This is an optimization exercise on Yosys and OpenROAD, whose aim is a short achievable clock period and few clock cycles, not a production implementation.
Only simulation tests tie the RTL to the original design; equivalence was not proved.
Power and IR drop assume default switching activity.

<file path="flow/design.v">
module tricolore_core (
    input  wire        clk,
    input  wire        rst,           
    input  wire [15:0] start_addr,    
    output wire        mem_req,
    output wire        mem_we,
    output wire [15:0] mem_addr,
    output wire [7:0]  mem_wdata,
    input  wire [7:0]  mem_rdata,
    input  wire        mem_ready,
    output wire        halted,
    input  wire [7:0]  dbg_addr,
    output wire [7:0]  dbg_data
);
    function [255:0] dec8;            
        input [7:0] a;
        begin
            dec8    = 256'd0;
            dec8[a] = 1'b1;
        end
    endfunction
    function [255:0] rot1;            
        input [255:0] v;
        rot1 = {v[254:0], v[255]};
    endfunction
    reg  [2047:0] rf;
    wire         wp_we;           
    wire [255:0] wp_oh;
    wire [7:0]   wp_wd;
    wire         wp2_we;          
    wire [255:0] wp2_oh;
    wire [7:0]   wp2_wd;
    wire         sr_we;           
    wire [7:0]   sr_wd;
    wire         pc_we;           
    wire [15:0]  pc_wd;
    reg          wb_v, wb2_v;     
    reg  [255:0] wb_oh, wb2_oh;
    reg  [7:0]   wb_idx, wb2_idx;
    reg  [7:0]   wb_d, wb2_d;
    genvar g;
    generate
        for (g = 0; g < 256; g = g + 1) begin : g_reg
            always @(posedge clk) begin
                if (rst) begin
                    if (g == 2)
                        rf[g*8 +: 8] <= start_addr[7:0];
                    else if (g == 3)
                        rf[g*8 +: 8] <= start_addr[15:8];
                    else
                        rf[g*8 +: 8] <= 8'h00;
                end else if (g == 6 && sr_we) begin
                    rf[g*8 +: 8] <= sr_wd;
                end else if (g == 2 && pc_we) begin
                    rf[g*8 +: 8] <= pc_wd[7:0];
                end else if (g == 3 && pc_we) begin
                    rf[g*8 +: 8] <= pc_wd[15:8];
                end else if (g == 2 || g == 3 || g == 6) begin
                    if (wp_we && wp_oh[g])
                        rf[g*8 +: 8] <= wp_wd;
                    else if (wp2_we && wp2_oh[g])
                        rf[g*8 +: 8] <= wp2_wd;
                end else begin
                    if (wb_v && wb_oh[g])
                        rf[g*8 +: 8] <= wb_d;
                    else if (wb2_v && wb2_oh[g])
                        rf[g*8 +: 8] <= wb2_d;
                end
            end
        end
    endgenerate
    function [7:0] ohrd;
        input [255:0]  oh;
        input [2047:0] r;
        integer k;
        begin
            ohrd = 8'h00;
            for (k = 0; k < 256; k = k + 1)
                ohrd = ohrd | ({8{oh[k]}} & r[k*8 +: 8]);
        end
    endfunction
    function [7:0] fwd;
        input [7:0] idx;
        input [7:0] raw;
        fwd = (wb_v && wb_idx == idx) ? wb_d : (wb2_v && wb2_idx == idx) ? wb2_d : raw;
    endfunction
    assign dbg_data = rf[dbg_addr*8 +: 8];
    wire [15:0] pc_arch = rf[2*8 +: 16];    
    wire [7:0]  sr_cur  = rf[6*8 +: 8];
    reg [31:0] ic_data [0:63];
    reg [7:0]  ic_tag  [0:63];
    reg [63:0] ic_val;
    reg          halt_q;
    reg          ir_v;          
    reg  [31:0]  ir;
    reg  [15:0]  ir_npc;        
    reg          started;       
    reg          turn;
    reg          az;            
    reg          pcw;           
    reg          dual_ok;       
    reg  [15:0]  pa_q;          
    reg  [15:0]  qa_q;          
    reg          p_mem;         
    reg          q_reg;         
    reg  [255:0] p_oh;          
    reg  [255:0] q_oh;          
    reg          ptr_ok;        
    reg          p_ok;          
    reg  [7:0]   pbuf;
    reg          s0_v, s1_v;    
    reg  [15:0]  s0_a, s1_a;
    reg  [7:0]   s0_d, s1_d;
    reg          fe_v;          
    reg  [15:0]  fe_a;          
    reg  [15:0]  fe_ba;         
    reg  [1:0]   fcnt;          
    reg  [31:0]  fb;
    reg          fb_full;       
    reg  [15:0]  pf_ptr;        
    wire [2:0]  d_op   = ir[2:0];
    wire        d_size = ir[3];
    wire [1:0]  d_cond = ir[5:4];
    wire [1:0]  d_mode = ir[7:6];
    wire [7:0]  d_lo   = ir[23:16];
    wire [7:0]  d_hi   = ir[31:24];
    wire        d_ind  = (d_mode == 2'd0) && ir[16];
    wire        d_imm  = (d_mode == 2'd3);
    wire        hi_ff  = (d_hi == 8'hFF);
    wire [7:0]  hi_p1  = d_hi + 8'd1;
    function cond_pass;
        input [1:0] cond;
        input [7:0] s;
        case (cond)
            2'd0: cond_pass = 1'b1;
            2'd1: cond_pass = !s[2] && !s[3];
            2'd2: cond_pass = s[2];
            default: cond_pass = s[3];
        endcase
    endfunction
    function [9:0] alu;
        input [2:0] op;
        input [7:0] p, q;
        reg [8:0]  sm, df;
        reg [15:0] rt;
        begin
            sm = {1'b0, p} + {1'b0, q};
            df = {1'b0, p} - {1'b0, q};
            rt = {p, p} << q[2:0];
            case (op)
                3'd2: alu = {sm[8], (p[7] == q[7]) && (sm[7] != p[7]), sm[7:0]};
                3'd3: alu = {df[8], (p[7] != q[7]) && (df[7] != p[7]), df[7:0]};
                3'd4: alu = {2'b00, p & q};
                3'd5: alu = {2'b00, p | q};
                3'd6: alu = {2'b00, p ^ q};
                3'd7: alu = {2'b00, rt[15:8]};
                default: alu = {2'b00, q};
            endcase
        end
    endfunction
    wire        is_br  = (ir[7:6] == 2'd3) && ir[3] && (ir[15:8] == 8'h02) && (ir[2:1] == 2'b00);
    wire [15:0] la     = !ir_v ? pc_arch : is_br ? ir[31:16] : ir_npc;
    wire [5:0]  la_idx = la[7:2];
    wire [31:0] ic_rd  = ic_data[la_idx];
    wire        ic_hit = (la[1:0] == 2'b00) && (la[15:8] != 8'hFF) && (la != 16'h0000) &&
                         ic_val[la_idx] && (ic_tag[la_idx] == la[15:8]);
    wire [15:0] la_p4  = la + 16'd4;
    wire c_ok   = started || cond_pass(d_cond, sr_cur);
    wire c_fail = ir_v && !c_ok;
    wire t_last = !d_size || turn;
    wire q_mem  = !d_imm && !q_reg;
    wire st_ptr = d_ind && !ptr_ok;                  
    wire p_rd   = p_mem && !p_ok;                    
    wire st_p   = !st_ptr && p_rd && q_mem;          
    wire ex_rd  = p_rd || q_mem;
    wire        sq_full = s0_v && s1_v;
    wire        ir_want = ir_v && c_ok && (st_ptr ? hi_ff : ex_rd);
    wire [15:0] ir_addr = st_ptr ? 16'h0000 : p_rd ? pa_q : qa_q;
    wire        ir_cf   = (s0_v && s0_a == ir_addr) || (s1_v && s1_a == ir_addr);
    wire        st_turn = !st_ptr && !st_p && p_mem;
    wire        ir_rd   = ir_want && !ir_cf && !(st_turn && sq_full);
    wire        rd_ok   = ir_rd && mem_ready;
    wire ptr_go = ir_v && c_ok && st_ptr && (!hi_ff || rd_ok);
    wire p_go   = ir_v && c_ok && st_p && rd_ok;
    wire ex_go  = ir_v && c_ok && !st_ptr && !st_p && (!ex_rd || rd_ok) && (!p_mem || !sq_full);
    wire [255:0] p1_oh = rot1(p_oh);
    wire [255:0] q1_oh = rot1(q_oh);
    wire [7:0] rd_p  = fwd(pa_q[7:0],         ohrd(p_oh,  rf));
    wire [7:0] rd_q  = fwd(qa_q[7:0],         ohrd(q_oh,  rf));
    wire [7:0] rd_p1 = fwd(pa_q[7:0] + 8'd1,  ohrd(p1_oh, rf));
    wire [7:0] rd_q1 = fwd(qa_q[7:0] + 8'd1,  ohrd(q1_oh, rf));
    wire [7:0] p_val  = p_mem ? (p_ok ? pbuf : mem_rdata) : rd_p;
    wire [7:0] q_val  = d_imm ? (turn ? d_hi : d_lo) : (q_reg ? rd_q : mem_rdata);
    wire [9:0] alu0   = alu(d_op, p_val, q_val);
    wire [7:0] alu_r  = alu0[7:0];
    wire [7:0] q1_val = d_imm ? d_hi : rd_q1;
    wire [9:0] alu1   = alu(d_op, rd_p1, q1_val);
    wire [7:0] alu1_r = alu1[7:0];
    wire dual      = ex_go && dual_ok && !turn;
    wire wr_pc_now = ex_go && ((!p_mem && (p_oh[2] || p_oh[3])) || (dual && (p_oh[1] || p_oh[2])));
    wire store_now = ex_go && p_mem;
    wire last_go   = ex_go && (t_last || dual_ok);
    wire inst_done = c_fail || last_go;
    wire pc_chg    = pcw || wr_pc_now;
    wire st_next   = store_now && (pa_q[15:2] == la[15:2]);
    wire pred_ld   = inst_done && ic_hit && !st_next && (is_br ? pc_chg : !pc_chg);
    wire seq_miss  = inst_done && !pred_ld && (is_br ? pc_chg : !pc_chg) && (la != 16'h0000);
    wire az0    = (turn ? az : 1'b1) && (alu_r == 8'h00);
    wire az_new = az0 && (!dual || alu1_r == 8'h00);
    wire [7:0] sr_base = (dual && p_oh[5]) ? alu1_r :
                         (!p_mem && p_oh[6]) ? alu_r : sr_cur;
    wire [9:0] fl = dual ? alu1 : alu0;
    wire keep_ptr = !hi_ff && (p_mem || (pa_q[7:0] != d_hi && pa_q[7:0] != hi_p1));
    wire [15:0] pa_n = pa_q + 16'd1;
    wire [15:0] qa_n = qa_q + 16'd1;
    wire [15:0] ptr_t = {(hi_ff ? mem_rdata : rd_q1), rd_q} + {15'd0, turn};
    wire        fe_reg  = (fe_ba[15:8] == 8'hFF);
    wire        fe_cf   = (s0_v && s0_a == fe_ba) || (s1_v && s1_a == fe_ba);
    wire        fe_rd   = fe_v && !fe_reg && !ir_rd && (ir_v ? !s0_v : !fe_cf);
    wire        fe_ok   = fe_v && (fe_reg ? !ir_v : (fe_rd && mem_ready));
    wire        drain   = s0_v && !ir_rd && !fe_rd;
    wire        dr_ok   = drain && mem_ready;
    wire [7:0]  f_byte  = fe_reg ? rd_q : mem_rdata;
    wire        f_last  = fe_ok && (fcnt == 2'd3);
    wire [31:0] f_word  = {f_byte, fb[23:0]};
    wire        f_cach  = (fe_a[1:0] == 2'b00) && (fe_a[15:8] != 8'hFF) &&
                          !(store_now && pa_q[15:2] == fe_a[15:2]);
    wire        ld_idle = !ir_v && !halt_q && (pc_arch != 16'h0000);
    wire        dm_done = ld_idle && f_last && !fe_reg && (fe_a == pc_arch);
    wire        fb_ld   = ld_idle && fb_full && (fe_a == pc_arch);
    wire        f_hit   = ld_idle && ic_hit && !dm_done && !fb_ld;
    wire        dm_wait = fe_v && (fe_a == pc_arch);
    wire        dm_go   = ld_idle && !ic_hit && !dm_wait && !fb_ld;    
    wire        sq_go   = seq_miss && !(fe_v && fe_a == la);     
    wire [15:0] pf_a    = ir_v ? pf_ptr : la_p4;
    wire [5:0]  pf_idx  = pf_a[7:2];
    wire        pf_cach = (pf_a[1:0] == 2'b00) && (pf_a[15:8] != 8'hFF) && (pf_a != 16'h0000);
    wire        pf_in   = ic_val[pf_idx] && (ic_tag[pf_idx] == pf_a[15:8]);
    wire [15:0] pf_dist = pf_ptr - ir_npc;
    wire        pf_ok   = pf_cach && (ir_v ? (pf_dist < 16'd96) : dm_done);
    wire        pf_go   = pf_ok && !pf_in && (!fe_v || f_last);    
    wire        pf_adv  = ir_v && pf_ok && pf_in;
    assign mem_req   = !halt_q && (s0_v || ir_rd || fe_rd);
    assign mem_we    = drain;
    assign mem_addr  = ir_rd ? ir_addr : fe_rd ? fe_ba : s0_a;
    assign mem_wdata = s0_d;
    assign halted    = halt_q;
    wire        ld   = pred_ld || f_hit || dm_done || fb_ld;
    wire [31:0] ld_w = dm_done ? f_word : fb_ld ? fb : ic_rd;
    wire [1:0]  ld_mode = ld_w[7:6];
    wire [15:0] ld_pa   = (ld_mode == 2'd1) ? ld_w[31:16] : {8'hFF, ld_w[15:8]};
    wire [15:0] ld_qa   = (ld_mode == 2'd0) ? {8'hFF, ld_w[31:24]} :
                          (ld_mode == 2'd1) ? {8'hFF, ld_w[15:8]} : ld_w[31:16];
    wire        ld_dual = ld_w[3] && !(ld_mode == 2'd0 && ld_w[16]) &&
                          (ld_pa[15:8] == 8'hFF) && (ld_pa[7:0] != 8'hFF) &&
                          ((ld_mode == 2'd3) ||
                           ((ld_qa[15:8] == 8'hFF) && (ld_qa[7:0] != 8'hFF) &&
                            (ld_qa[7:0] + 8'd1 != ld_pa[7:0])));
    assign wp_we   = ex_go && !p_mem;
    assign wp_oh   = p_oh;
    assign wp_wd   = alu_r;
    assign wp2_we  = dual;
    assign wp2_oh  = p1_oh;
    assign wp2_wd  = alu1_r;
    assign sr_we   = last_go;
    assign sr_wd   = {sr_base[7:4], az_new, fl[7], fl[8], fl[9]};
    assign pc_we   = ld;
    assign pc_wd   = la_p4;
    always @(posedge clk) begin
        if (rst) begin
            halt_q  <= 1'b0;
            ir_v    <= 1'b0;
            ir      <= 32'h0;
            ir_npc  <= 16'h0;
            started <= 1'b0;
            turn    <= 1'b0;
            az      <= 1'b1;
            pcw     <= 1'b0;
            dual_ok <= 1'b0;
            pa_q    <= 16'h0;
            qa_q    <= 16'h0;
            p_mem   <= 1'b0;
            q_reg   <= 1'b0;
            p_oh    <= 256'd0;
            q_oh    <= 256'd0;
            ptr_ok  <= 1'b0;
            p_ok    <= 1'b0;
            pbuf    <= 8'h0;
            s0_v    <= 1'b0;
            s0_a    <= 16'h0;
            s0_d    <= 8'h0;
            s1_v    <= 1'b0;
            s1_a    <= 16'h0;
            s1_d    <= 8'h0;
            fe_v    <= 1'b0;
            fe_a    <= 16'h0;
            fe_ba   <= 16'h0;
            fcnt    <= 2'd0;
            fb      <= 32'h0;
            fb_full <= 1'b0;
            wb_v    <= 1'b0;
            wb2_v   <= 1'b0;
            wb_oh   <= 256'd0;
            wb2_oh  <= 256'd0;
            wb_idx  <= 8'h0;
            wb2_idx <= 8'h0;
            wb_d    <= 8'h0;
            wb2_d   <= 8'h0;
            pf_ptr  <= 16'h0;
            ic_val  <= 64'h0;
        end else if (!halt_q) begin
            if (dr_ok) begin
                s0_v <= s1_v;
                s0_a <= s1_a;
                s0_d <= s1_d;
                s1_v <= 1'b0;
            end
            if (store_now) begin
                if (dr_ok ? s1_v : s0_v) begin
                    s1_v <= 1'b1;
                    s1_a <= pa_q;
                    s1_d <= alu_r;
                end else begin
                    s0_v <= 1'b1;
                    s0_a <= pa_q;
                    s0_d <= alu_r;
                end
                if (ic_tag[pa_q[7:2]] == pa_q[15:8])
                    ic_val[pa_q[7:2]] <= 1'b0;
            end
            if (!ir_v && pc_arch == 16'h0000 && (!s0_v || (dr_ok && !s1_v)))
                halt_q <= 1'b1;
            if (f_last && f_cach) begin
                ic_val[fe_a[7:2]]  <= 1'b1;
                ic_tag[fe_a[7:2]]  <= fe_a[15:8];
                ic_data[fe_a[7:2]] <= f_word;
            end
            if (fe_ok) begin
                case (fcnt)
                    2'd0: fb[7:0]   <= f_byte;
                    2'd1: fb[15:8]  <= f_byte;
                    2'd2: fb[23:16] <= f_byte;
                    default: fb[31:24] <= f_byte;
                endcase
            end
            if (fb_ld)
                fb_full <= 1'b0;
            if (sq_go || dm_go) begin
                fe_v    <= 1'b1;
                fe_a    <= sq_go ? la : pc_arch;
                fe_ba   <= sq_go ? la : pc_arch;
                fcnt    <= 2'd0;
                fb_full <= 1'b0;
                qa_q    <= sq_go ? la : pc_arch;
                q_oh    <= dec8(sq_go ? la[7:0] : pc_arch[7:0]);
            end else if (pf_go) begin
                fe_v    <= 1'b1;
                fe_a    <= pf_a;
                fe_ba   <= pf_a;
                fcnt    <= 2'd0;
                fb_full <= 1'b0;
            end else if (fe_v && store_now && pa_q[15:2] == fe_a[15:2]) begin
                fe_ba <= fe_a;
                fcnt  <= 2'd0;
            end else if (fe_ok) begin
                fe_ba <= fe_ba + 16'd1;
                fcnt  <= fcnt + 2'd1;
                if (!ir_v) begin
                    qa_q <= qa_n;
                    q_oh <= q1_oh;
                end
                if (fcnt == 2'd3) begin
                    fe_v <= 1'b0;
                    if (fe_reg)
                        fb_full <= 1'b1;
                end
            end
            if (pf_go && !ir_v)
                pf_ptr <= la_p4 + 16'd4;
            else if (ld && !(pf_ptr - la_p4 < 16'd96))
                pf_ptr <= la_p4;
            else if (pf_adv || pf_go)
                pf_ptr <= pf_ptr + 16'd4;
            wb_v    <= wp_we && !(p_oh[2] || p_oh[3] || p_oh[6]);
            wb_oh   <= p_oh;
            wb_idx  <= pa_q[7:0];
            wb_d    <= alu_r;
            wb2_v   <= wp2_we && !(p_oh[1] || p_oh[2] || p_oh[5]);
            wb2_oh  <= p1_oh;
            wb2_idx <= pa_q[7:0] + 8'd1;
            wb2_d   <= alu1_r;
            if (ptr_go) begin
                ptr_ok <= 1'b1;
                qa_q   <= ptr_t;
                q_reg  <= (ptr_t[15:8] == 8'hFF);
                q_oh   <= dec8(ptr_t[7:0]);
            end
            if (p_go) begin
                p_ok <= 1'b1;
                pbuf <= mem_rdata;
            end
            if (ir_v && c_ok)
                started <= 1'b1;
            if (ex_go) begin
                az <= az_new;
                if (wr_pc_now) pcw <= 1'b1;
                if (!t_last && !dual_ok) begin
                    turn  <= 1'b1;
                    pa_q  <= pa_n;
                    p_mem <= (pa_n[15:8] != 8'hFF);
                    p_oh  <= p1_oh;
                    p_ok  <= 1'b0;
                    if (!d_ind || keep_ptr) begin
                        qa_q  <= qa_n;
                        q_reg <= (qa_n[15:8] == 8'hFF);
                        q_oh  <= q1_oh;
                    end else begin
                        ptr_ok <= 1'b0;
                        qa_q   <= {8'hFF, d_hi};
                        q_reg  <= 1'b1;
                        q_oh   <= dec8(d_hi);
                    end
                end
            end
            if (inst_done)
                ir_v <= 1'b0;
            if (ld) begin
                ir_v    <= 1'b1;
                ir      <= ld_w;
                ir_npc  <= la_p4;
                started <= 1'b0;
                turn    <= 1'b0;
                az      <= 1'b1;
                pcw     <= 1'b0;
                dual_ok <= ld_dual;
                pa_q    <= ld_pa;
                qa_q    <= ld_qa;
                p_mem   <= (ld_pa[15:8] != 8'hFF);
                q_reg   <= (ld_qa[15:8] == 8'hFF);
                p_oh    <= dec8(ld_pa[7:0]);
                q_oh    <= dec8(ld_qa[7:0]);
                ptr_ok  <= 1'b0;
                p_ok    <= 1'b0;
            end
        end
    end
endmodule
</file>
<file path="flow/run.sh">
#!/bin/bash
# synth_recipe.tcl (not shown) runs the flow's synth.tcl, then flattens the netlist and writes it again
# the make line also repeats each setting of config.mk as NAME=value (left out here)
make -C /OpenROAD-flow-scripts/flow DESIGN_CONFIG=/design/flow/config.mk WORK_HOME=/design/flow/orfs CLKGATE_MAP_FILE= SYNTH_SCRIPT=/design/flow/synth_recipe.tcl finish
</file>
<file path="flow/config.mk">
export PLATFORM = sky130hd
export DESIGN_NAME = tricolore_core
export DESIGN_NICKNAME = tricolore_core
export VERILOG_FILES = /design/flow/design.v
export SDC_FILE = /design/flow/constraint.sdc
export NUM_CORES = 4
export LEC_CHECK = 0
export ABC_CLOCK_PERIOD_IN_PS = 5000
export CAP_MARGIN = 20
export CORE_MARGIN = 2
export CORE_UTILIZATION = 30
export PLACE_DENSITY = 0.45
export SETUP_SLACK_MARGIN = 5
export SLEW_MARGIN = 20
</file>
<file path="flow/constraint.sdc">
create_clock -name core_clock -period 14.0 [get_ports {clk}]
set_input_delay 2.8000 -clock core_clock [delete_from_list [all_inputs] [get_ports {clk}]]
set_output_delay 2.8000 -clock core_clock [all_outputs]
set_load 0.01 [all_outputs]
</file>
==> flow_metrics.tcl <==
set metrics [dict create \
    post_synth_inst_count 36300 \
    post-dp-hpwl_um 4032000 \
    cts_num_sinks 5712 \
    wire_length_of_the_first_global_routing_pass_um 7996000 \
    via_count_of_the_first_global_routing_pass 565700 \
    compound_cell_area_share_of_the_yosys_netlist_pct 24.05 \
    muxShareOfSynthArea_pct 10.02 \
    last-stage-reached "global routing" \
    synth_top_family_by_area "compound AO/OA/AOI/OAI gates" \
    post_synth_simple_gate_area_pct 17.64 \
    synth_top_area_share_pct 23.08 \
    grt_overflow 97520 \
    cts_bufs_inserted 689 \
    max-clock-path-buffers 5 \
    synth_seq_cells 5712 \
    avg_synthesized_cell_area_um2 9.234 \
    die-width_um 1061 \
    seq_total_area_yosys_pct 41.81 \
    global_route.usage.total_pct 105.1 \
    die_h_um 1061 \
    post_synth_main_area_contributors "sky130_fd_sc_hd__edfxtp_1 (23%), sky130_fd_sc_hd__dfxtp_1 (19%), sky130_fd_sc_hd__mux4_2 (6.7%), sky130_fd_sc_hd__nand2_1 (6.1%), sky130_fd_sc_hd__a311oi_1 (5.7%)" \
    run_status "aborted with a tool error" \
    synth_top_area_cell "sky130_fd_sc_hd__edfxtp_1" \
    cts.htree.levels 6 \
    place.gp.congestion 1.563 \
    synth_area_mm2 0.3352 \
    synth_top_flop_cell "sky130_fd_sc_hd__dfxtp_1" \
    error_message "[ERROR GRT-0116] Global routing finished with congestion. Check the congestion regions in the DRC Viewer." \
    yosysWarningCount 1 \
    floorplan.initialDensity_pct 30.06 \
    synthDistinctLibCells 115 \
    yosys-top-cells-count "sky130_fd_sc_hd__nand2_1 (5447), sky130_fd_sc_hd__clkbuf_1 (3280), sky130_fd_sc_hd__nor2_1 (3192)" \
    synth_async_reset_ratio_pct 0 \
    io-pin-count 70 \
    i_o_buffers 69 \
    cts_hold_repair.buffers 0 \
    number_of_flops_mapped_to_enable_cells_by_yosys 2576 \
    grt_max_degree 200 \
    clock_tree.root_cell "sky130_fd_sc_hd__clkbuf_16" \
    most_repeated_cell_in_the_gate_level_netlist_after_synthesis "sky130_fd_sc_hd__nand2_1" \
    yosys.area_share.adder_pct 0.4831 \
    mappedNetlistNets 36460 \
    rows 388 \
    post_synthesis_xor_xnor_area_fraction_pct 0.9743 \
]
[metrics by stage]
stage	total power, mW	worst slack (ns)	utilization (%)	cells	area (um^2)
after floorplan	19.40	5.016	-	36300	335200
after global placement	21.20	2.075	34.07	51940	379900
after detailed placement	21.18	2.538	34.20	52000	381400
after CTS	40.65	4.732	36.74	53430	409700
[worst min path at each step]
stage	startpoint	to	slack [ns]	cells past startpoint
after floorplan	fb[24]	fb[24]	0.44	2
after global placement	started	started	0.46	1
after detailed placement	fb[25]	fb[25]	0.45	2
after CTS	fb[25]	fb[25]	0.46	2
[cells by family after synthesis]
family,count (synthesis)
mux,2091
compound gates,10230
xor+xnor,364
simple gates,13500
flops,5712
fa+ha+maj,127
buf+inv,4269
[power groups by stage]
stage               sequential (mW)  combinational, mW  clock, mW
CTS                            17.4               3.63       19.6
floorplan                      17.8               1.64          0
global placement               17.8               3.41          0
detailed placement             17.8               3.40          0
[routing by layer]
metal	GRT overflow	GRT usage [%]
met1	14030	99.72
met2	55480	120.6
met3	11020	96.62
met4	15850	104.5
met5	1141	84.42
[repair_timing]
action                                   CTS
pin swaps                                 45
gates resized for setup                  379
cloned                                    58
endpoints found under the setup margin  2525
buffers inserted                         115
Testbench counts, summed over its fixed seeds: cycles 77,074.
